This design comes from an exercise in tuning for small area on the open sky130 flow, not from production work.
The RTL was checked by simulation tests, not by an equivalence proof against the original design.
Power is estimated from default activity; no workload was simulated.

10-25:
## ppwm
module ppwm (
    input             clk,
    input             rst,           
    input             tick,          
    input             bus_valid,
    input             bus_write,
    input      [1:0]  bus_size,      
    input      [11:0] bus_addr,
    input      [31:0] bus_wdata,
    output reg        bus_rvalid,
    output reg [31:0] bus_rdata,
    output reg        bus_fault,
    output            port_en,
    output            port_we,
    output     [7:0]  port_addr,
    output     [7:0]  port_wdata,
    input      [7:0]  port_rdata
);
For scale: roughly 8900 cells after synthesis, ~3000 flip-flops.
Settings: LEC_CHECK=0, CAP_MARGIN=20, CORE_MARGIN=2, CORE_UTILIZATION=65, CTS_BUF_LIST=sky130_fd_sc_hd__clkbuf_8, CTS_CLUSTER_DIAMETER=70, CTS_CLUSTER_SIZE=16, PLACE_DENSITY=0.75, SLEW_MARGIN=20; clock period 12.0 ns.
run.sh (not shown) runs the stock make flow with config.mk's settings and CLKGATE_MAP_FILE= SYNTH_SCRIPT=/design/flow/synth_recipe.tcl, a recipe that flattens the netlist after the stock synthesis.
Setup changes, 10-25 to 03-16
diff --git a/flow/design.v b/flow/design.v
--- a/flow/design.v
+++ b/flow/design.v
@@ -452,27 +452,48 @@
     wire [14:0] c_duty   [0:N_PWM-1];
     wire [31:0] c_period [0:N_PWM-1];
     wire [10:0] c_line   [0:N_PWM-1];
     wire [31:0] c_parg   [0:N_PWM-1];
     wire [10:0] c_sline  [0:N_PWM-1];
     wire [31:0] c_sp     [0:N_PWM-1];
     wire [31:0] c_son    [0:N_PWM-1];
     wire [31:0] c_cnt    [0:N_PWM-1];
     wire [N_PWM-1:0] c_fresh;
-    wire [1:0]  h_state  = c_state[ch];
-    wire        h_spend  = c_spend[ch];
-    wire        h_cfgv   = c_cfgv[ch];
-    wire [14:0] h_duty   = h_cfgv ? c_duty[ch] : 15'd0;
-    wire [31:0] h_period = h_cfgv ? c_period[ch] : PERIOD_DEFAULT;
-    wire [10:0] h_line   = h_cfgv ? c_line[ch] : 11'd0;
-    wire [31:0] h_parg   = c_pset[ch] ? c_parg[ch] : PERIOD_DEFAULT;
-    wire [31:0] h_status = {21'd0, c_err[ch], 1'b0, h_state == ST_PAU, h_state == ST_RUN,
-                            c_out[ch], h_cfgv, h_spend, h_state};
+    wire [N_PWM-1:0] chs = 4'd1 << ch;
+    reg  [1:0]  h_state;
+    reg         h_spend, h_cfgv, h_pset, h_out;
+    reg  [2:0]  h_err;
+    reg  [14:0] h_duty_r;
+    reg  [31:0] h_period_r, h_parg_r;
+    reg  [10:0] h_line_r;
+    integer q;
+    always @(*) begin
+        h_state = 0; h_spend = 0; h_cfgv = 0; h_pset = 0; h_out = 0; h_err = 0;
+        h_duty_r = 0; h_period_r = 0; h_parg_r = 0; h_line_r = 0;
+        for (q = 0; q < N_PWM; q = q + 1) begin
+            h_state    = h_state    | (c_state[q]  & {2{chs[q]}});
+            h_spend    = h_spend    | (c_spend[q]  & chs[q]);
+            h_cfgv     = h_cfgv     | (c_cfgv[q]   & chs[q]);
+            h_pset     = h_pset     | (c_pset[q]   & chs[q]);
+            h_out      = h_out      | (c_out[q]    & chs[q]);
+            h_err      = h_err      | (c_err[q]    & {3{chs[q]}});
+            h_duty_r   = h_duty_r   | (c_duty[q]   & {15{chs[q] & c_cfgv[q]}});
+            h_period_r = h_period_r | (c_period[q] & {32{chs[q] & c_cfgv[q]}});
+            h_parg_r   = h_parg_r   | (c_parg[q]   & {32{chs[q] & c_pset[q]}});
+            h_line_r   = h_line_r   | (c_line[q]   & {11{chs[q] & c_cfgv[q]}});
+        end
+    end
+    wire [14:0] h_duty   = h_duty_r;
+    wire [31:0] h_period = h_cfgv ? h_period_r : PERIOD_DEFAULT;
+    wire [10:0] h_line   = h_line_r;
+    wire [31:0] h_parg   = h_pset ? h_parg_r : PERIOD_DEFAULT;
+    wire [31:0] h_status = {21'd0, h_err, 1'b0, h_state == ST_PAU, h_state == ST_RUN,
+                            h_out, h_cfgv, h_spend, h_state};
     wire        h_active = (h_state == ST_RUN) || (h_state == ST_PAU);
     wire [3:0]  op    = bus_wdata[3:0];
     wire [15:0] w_d   = bus_wdata[31:16];
     wire [11:0] w_l   = bus_wdata[15:4];
     wire is_init   = (op == 4'h1);
     wire is_setd   = (op == 4'h2) && (bus_wdata[15:4] == 12'd0);
     wire is_setl   = (op == 4'h3) && (bus_wdata[31:16] == 16'd0);
     wire is_start  = (bus_wdata == 32'h4);
     wire is_pause  = (bus_wdata == 32'h5);
The layout from 03-16, despite a flow that completed every stage, fails the layout checks, with the failing checks listed as antenna violations. Relative to 10-25, the net count of the mapped netlist of 03-16 is lower by 39. The lower least setup slack across all paths after layout came out of 03-16. Compared with 10-25, in 03-16 adder and majority gate portion of the synthesized area now sits at about the same level, global-route usage now sits higher. On clock latency on the worst-skew pair, 10-25 tracks 03-16 almost exactly. [03-16] multiplexer share of the synthesized area fell 1.3 points relative to 10-25. In 03-16, the clock network fraction of design power came out 6.2 points above the value in 10-25. Between 03-16 and 10-25, routed length on met3 is higher for 03-16, 10-25 comes in under that.

========
== fjord ==
Starting RTL as in the previous note.
==> flow/config.mk <==
export PLATFORM = sky130hd
export DESIGN_NAME = ppwm
export DESIGN_NICKNAME = ppwm
export VERILOG_FILES = /design/flow/design.v
export SDC_FILE = /design/flow/constraint.sdc
export NUM_CORES = 4
export LEC_CHECK = 0
export CAP_MARGIN = 20
export CORE_MARGIN = 2
export CORE_UTILIZATION = 65
export CTS_BUF_LIST = sky130_fd_sc_hd__clkbuf_8
export CTS_CLUSTER_DIAMETER = 60
export CTS_CLUSTER_SIZE = 14
export PLACE_DENSITY = 0.75
export SLEW_MARGIN = 20
==> flow/constraint.sdc <==
create_clock -name core_clock -period 12.0 [get_ports {clk}]
set_input_delay 2.4000 -clock core_clock [delete_from_list [all_inputs] [get_ports {clk}]]
set_output_delay 2.4000 -clock core_clock [all_outputs]
set_load 0.01 [all_outputs]
Edits applied to the flow inputs when going from fjord to juniper:
diff --git a/flow/design.v b/flow/design.v
--- a/flow/design.v
+++ b/flow/design.v
@@ -455,21 +455,42 @@
     wire [31:0] c_parg   [0:N_PWM-1];
     wire [10:0] c_sline  [0:N_PWM-1];
     wire [31:0] c_sp     [0:N_PWM-1];
     wire [31:0] c_son    [0:N_PWM-1];
     wire [31:0] c_cnt    [0:N_PWM-1];
     wire [N_PWM-1:0] c_fresh;
-    wire [1:0]  h_state  = c_state[ch];
-    wire        h_spend  = c_spend[ch];
-    wire        h_cfgv   = c_cfgv[ch];
-    wire [14:0] h_duty   = h_cfgv ? c_duty[ch] : 15'd0;
-    wire [31:0] h_period = h_cfgv ? c_period[ch] : PERIOD_DEFAULT;
-    wire [10:0] h_line   = h_cfgv ? c_line[ch] : 11'd0;
-    wire [31:0] h_parg   = c_pset[ch] ? c_parg[ch] : PERIOD_DEFAULT;
-    wire [31:0] h_status = {21'd0, c_err[ch], 1'b0, h_state == ST_PAU, h_state == ST_RUN,
-                            c_out[ch], h_cfgv, h_spend, h_state};
+    wire [N_PWM-1:0] chs = 4'd1 << ch;
+    reg  [1:0]  h_state;
+    reg         h_spend, h_cfgv, h_pset, h_out;
+    reg  [2:0]  h_err;
+    reg  [14:0] h_duty_r;
+    reg  [31:0] h_period_r, h_parg_r;
+    reg  [10:0] h_line_r;
+    integer q;
+    always @(*) begin
+        h_state = 0; h_spend = 0; h_cfgv = 0; h_pset = 0; h_out = 0; h_err = 0;
+        h_duty_r = 0; h_period_r = 0; h_parg_r = 0; h_line_r = 0;
+        for (q = 0; q < N_PWM; q = q + 1) begin
+            h_state    = h_state    | (c_state[q]  & {2{chs[q]}});
+            h_spend    = h_spend    | (c_spend[q]  & chs[q]);
+            h_cfgv     = h_cfgv     | (c_cfgv[q]   & chs[q]);
+            h_pset     = h_pset     | (c_pset[q]   & chs[q]);
+            h_out      = h_out      | (c_out[q]    & chs[q]);
+            h_err      = h_err      | (c_err[q]    & {3{chs[q]}});
+            h_duty_r   = h_duty_r   | (c_duty[q]   & {15{chs[q] & c_cfgv[q]}});
+            h_period_r = h_period_r | (c_period[q] & {32{chs[q] & c_cfgv[q]}});
+            h_parg_r   = h_parg_r   | (c_parg[q]   & {32{chs[q] & c_pset[q]}});
+            h_line_r   = h_line_r   | (c_line[q]   & {11{chs[q] & c_cfgv[q]}});
+        end
+    end
+    wire [14:0] h_duty   = h_duty_r;
+    wire [31:0] h_period = h_cfgv ? h_period_r : PERIOD_DEFAULT;
+    wire [10:0] h_line   = h_line_r;
+    wire [31:0] h_parg   = h_pset ? h_parg_r : PERIOD_DEFAULT;
+    wire [31:0] h_status = {21'd0, h_err, 1'b0, h_state == ST_PAU, h_state == ST_RUN,
+                            h_out, h_cfgv, h_spend, h_state};
     wire        h_active = (h_state == ST_RUN) || (h_state == ST_PAU);
     wire [3:0]  op    = bus_wdata[3:0];
     wire [15:0] w_d   = bus_wdata[31:16];
     wire [11:0] w_l   = bus_wdata[15:4];
     wire is_init   = (op == 4'h1);
     wire is_setd   = (op == 4'h2) && (bus_wdata[15:4] == 12'd0);
Notes after the runs:
Delta (juniper minus fjord): area of the die down 0.36%, number of logic inverters in the finished layout up about 2.6%. juniper: PASS, flow complete, no timing, DRC or antenna violations. The horizontal extent of the die on juniper is in line with that on fjord. Final setup slack of the worst path came out lower on juniper than on fjord. fjord → juniper: synthesized area went down, final total power saw a decrease.

what the ideal ports hide:
No port has a modelled driver above. Below, the same layouts with a new extraction and two added sets of constraints. Step 1: set_driving_cell puts a clkbuf_16 on clk and a buf_2 on each other input, an assumption about the parent block. Step 2 also shifts input and output timing later by t, the mid clock arrival at the registers, as if the neighbouring blocks saw the same clock. Three values: ideal, step 1, step 2; two values: the first two.
| run | t (ns) | setup slack, ns | pins driven straight from the clock port |
|---|---|---|---|
| 10-25 | 1.159 | 1.258 / 1.225 / 0.066 | 1 |
| 03-16 | 1.155 | 1.080 / 1.063 / -0.093 | 1 |
| fjord | 1.193 | 1.230 / 1.211 / 0.018 | 1 |
| juniper | 1.171 | 1.052 / 1.016 / -0.155 | 1 |
For fjord, which loses most, drivers alone change the setup slack by -0.019 ns; drivers and shift together by -1.212 ns.
